Background: an optimization exercise with open tools, aiming at small area. Do not read the settings as production practice.
Only simulation tests tie the RTL to the original design; equivalence was not proved.
Power figures rest on the tool's default switching activity, not on a simulated workload.

## oak
==> flow/design.v (excerpt) <==
module imu_frame_decoder (
    input  wire        clk,
    input  wire        rst,         
    input  wire        in_valid,
    input  wire [7:0]  in_byte,
    input  wire [31:0] now,
    output wire [1:0]  fstate,
    output wire [31:0] acc_x,
    output wire [31:0] acc_y,
    output wire [31:0] acc_z,
    output wire [31:0] gyro_x,
    output wire [31:0] gyro_y,
    output wire [31:0] gyro_z,
    output wire [31:0] angle_x,
    output wire [31:0] angle_y,
    output wire [31:0] angle_z,
    output wire [31:0] mag_x,
    output wire [31:0] mag_y,
    output wire [31:0] mag_z,
    output wire [31:0] temp,
    output reg  [15:0] version,
    output reg  [31:0] ts,
    output reg         valid,
    output reg  [31:0] wd_last
);
    localparam [1:0] S_IDLE        = 2'd0;
    localparam [1:0] S_RECEIVING   = 2'd1;
    localparam [1:0] S_FRAME_READY = 2'd2;
    localparam [1:0] S_FRAME_ERROR = 2'd3;
    reg  [3:0] ps;
    reg  [7:0] csum;        
    reg  [7:0] lo, hi;      
    reg        t_known;     
    reg  [1:0] t_idx;       
    wire [3:0] cnt      = ps;
    wire recv     = (ps != 4'd0) && (ps[3:2] != 2'b11);
    wire acc_byte = in_valid && !rst;
    wire at_tag   = recv && (cnt == 4'd1);
    wire at_end   = recv && (cnt == 4'd10);
    wire good     = acc_byte && at_end && (csum == in_byte);
    assign fstate = (ps == 4'd0)      ? S_IDLE :
                    recv              ? S_RECEIVING :
                    ps[0]             ? S_FRAME_ERROR : S_FRAME_READY;
    wire is_gyro  = (t_idx == 2'd1);
    wire is_ang   = (t_idx == 2'd2);
    wire        tmode = (cnt == 4'd10);
    wire [15:0] raw   = {lo, hi};
    wire [16:0] v;
    imu_rca #(.W(17)) u_off (.a({raw[15], raw}), .b(tmode ? 17'd12325 : 17'd0),
                             .ci(1'b0), .s(v), .co());
    wire        sgn   = v[16];
    wire [15:0] m;
    imu_rca #(.W(16)) u_abs (.a(v[15:0] ^ {16{sgn}}), .b(16'd0), .ci(sgn),
                             .s(m), .co());
    wire        s3 = (m[15:8] == 8'd0);
    wire [15:0] m1 = s3 ? {m[7:0], 8'd0} : m;
    wire        s2 = (m1[15:12] == 4'd0);
    wire [15:0] m2 = s2 ? {m1[11:0], 4'd0} : m1;
    wire        s1 = (m2[15:14] == 2'd0);
    wire [15:0] m3 = s1 ? {m2[13:0], 2'd0} : m2;
    wire        s0 = !m3[15];
  ...
For scale: about 1400 cells after synthesis, about 540 I/O pins.
clock: 70.0 ns
lec_check: 0
abc_area: 1
cap_margin: 20
core_margin: 2
core_utilization: 55
slew_margin: 20
standard.sh (not shown) runs the stock make flow with config.mk's settings and CLKGATE_MAP_FILE= SYNTH_SCRIPT=/design/flow/synth_recipe.tcl, a recipe that flattens the netlist after the stock synthesis.
==> flow/flow/run.sh <==
#!/bin/bash
# The standard layout (standard.sh), with:
#  - the standard synthesis unchanged, then its combinational logic re-mapped
#    by ABC with a stronger area script (flow/reabc.sh; registers, adders and
#    tie cells keep their instances, names and cell types);
#  - input/output port buffers made of buf_1 cells;
#  - the constant outputs tied by one tie cell (no per-pin tie cells);
#  - a clock tree of clkbuf_4 cells without dummy loads.
# Each tool's full output goes to a log file in this folder.
set -euo pipefail
R=orfs/results/${FLOW_PLATFORM}/imu_frame_decoder/base
LIB=${FLOW_HOME}/platforms/${FLOW_PLATFORM}/lib/sky130_fd_sc_hd__tt_025C_1v80.lib
KNOBS=("BUFFER_PORTS_ARGS=-buffer_cell sky130_fd_sc_hd__buf_1" "SKIP_REPAIR_TIE_FANOUT=1"
       "CTS_ARGS=-sink_clustering_enable -repair_clock_nets -dont_use_dummy_load -buf_list sky130_fd_sc_hd__clkbuf_4 -sink_clustering_size 8 -sink_clustering_max_diameter 40")
bash standard.sh "${KNOBS[@]}" synth > log_synth_make.log 2>&1
cp "$R/1_2_yosys.v" "$R/1_2_yosys_standard.v"
bash flow/reabc.sh "$LIB" "$R/1_2_yosys_standard.v" "$R/1_2_yosys.v" "$FLOW_TOP" "$PWD/log_reabc_yosys.log"
rm -f "$R/1_synth.odb" "$R/1_synth.sdc"
bash standard.sh "${KNOBS[@]}" finish > log_flow_make.log 2>&1
==> flow/flow/reabc.sh <==
#!/bin/bash
# Re-map the combinational logic of a mapped netlist with a stronger ABC area
# script.  Flip-flops, full/half adders and tie cells stay as they are (same
# instances, names and cell types); everything else is re-optimised.
# usage: reabc.sh LIB IN.v OUT.v TOP LOG
set -euo pipefail
LIB=$1; IN=$2; OUT=$3; TOP=$4; LOG=$5
KEEP=$(grep -o '^ *sky130_fd_sc_hd__[a-z0-9_]*' "$IN" | sed 's/ //g' | sort -u \
       | grep -E '__(e?dfx|dfr|dfs|dfb|sdf|sedf|dl|fa_|ha_|fah|conb)' | tr '\n' ' ')
DONT=$(grep -o 'cell *( *"\?sky130_fd_sc_hd__[a-z0-9_]*' "$LIB" | sed 's/.*\(sky130_fd_sc_hd__\)/\1/' \
       | grep -E '__(lpflow|probe)' | sort -u | sed 's/^/-dont_use /' | tr '\n' ' ')
cat > reabc.ys <<EOY
read_liberty -ignore_miss_func $LIB
read_verilog -sv $IN
hierarchy -top $TOP
blackbox $KEEP
flatten
opt -purge
abc -liberty $LIB $DONT -script +strash;dch;map,-a;mfs2;strash;dch;map,-a;topo;dnsize
opt_clean -purge
setundef -zero
hilomap -singleton -hicell sky130_fd_sc_hd__conb_1 HI -locell sky130_fd_sc_hd__conb_1 LO
insbuf -buf sky130_fd_sc_hd__buf_4 A X
splitnets
opt_clean -purge
check
stat -liberty $LIB
write_verilog -noexpr -nohex -nodec -noattr $OUT
EOY
yosys -l "$LOG" -q reabc.ys > /dev/null
oak: done, clean on timing, DRC and antenna
diff inputs: oak => pine
- PLACE_DENSITY newly set to 0.8
--- outcome ---
- oak and pine ended up with nearly the same total number of nets in the final design.
- As far as total instance count after detailed placement is concerned, oak and pine perform about the same.
- pine against oak: cell count of the worst reg-to-reg path went down about 1.6%; finished layout cell area shows no meaningful change.
- Count of buffering cells on the critical path with inverters included ended up 7.4% lower on pine than on oak.
- Portion of the clock cycle consumed by the worst path in the final layout ends up higher on oak.
- From oak to pine the numbers moved as follows: final wirelength decreased about 1.2%, total power density per cell area essentially unchanged.
- Cell leakage power across oak and pine: no real change.
- The lower total power came out of oak.
- Logic gate share of total power essentially unchanged between pine and oak.

-- afterwards: timing with drivers on the ports --
The flow's constraints put no driver on any port. The routed layouts listed below were extracted and timed again, unchanged, in two steps.
Step 1: set_driving_cell puts a clkbuf_16 on clk and a buf_2 on each other input, an assumption about the parent block.
Step 2, shift: input delay + t, output delay - t, t = (earliest + latest rising clock arrival at the registers) / 2. This alone moves slack from input paths to output paths.
Three values: no drivers, after step 1, after step 2; two values: the first two.
run | shift t [ns] | setup slack, ns | cell pins on the clock port's net
oak | 0.774 | 38.589 / 38.589 / 38.589 | 1
pine | 0.792 | 39.336 / 39.336 / 39.336 | 1
After both steps every run listed still meets setup and hold.
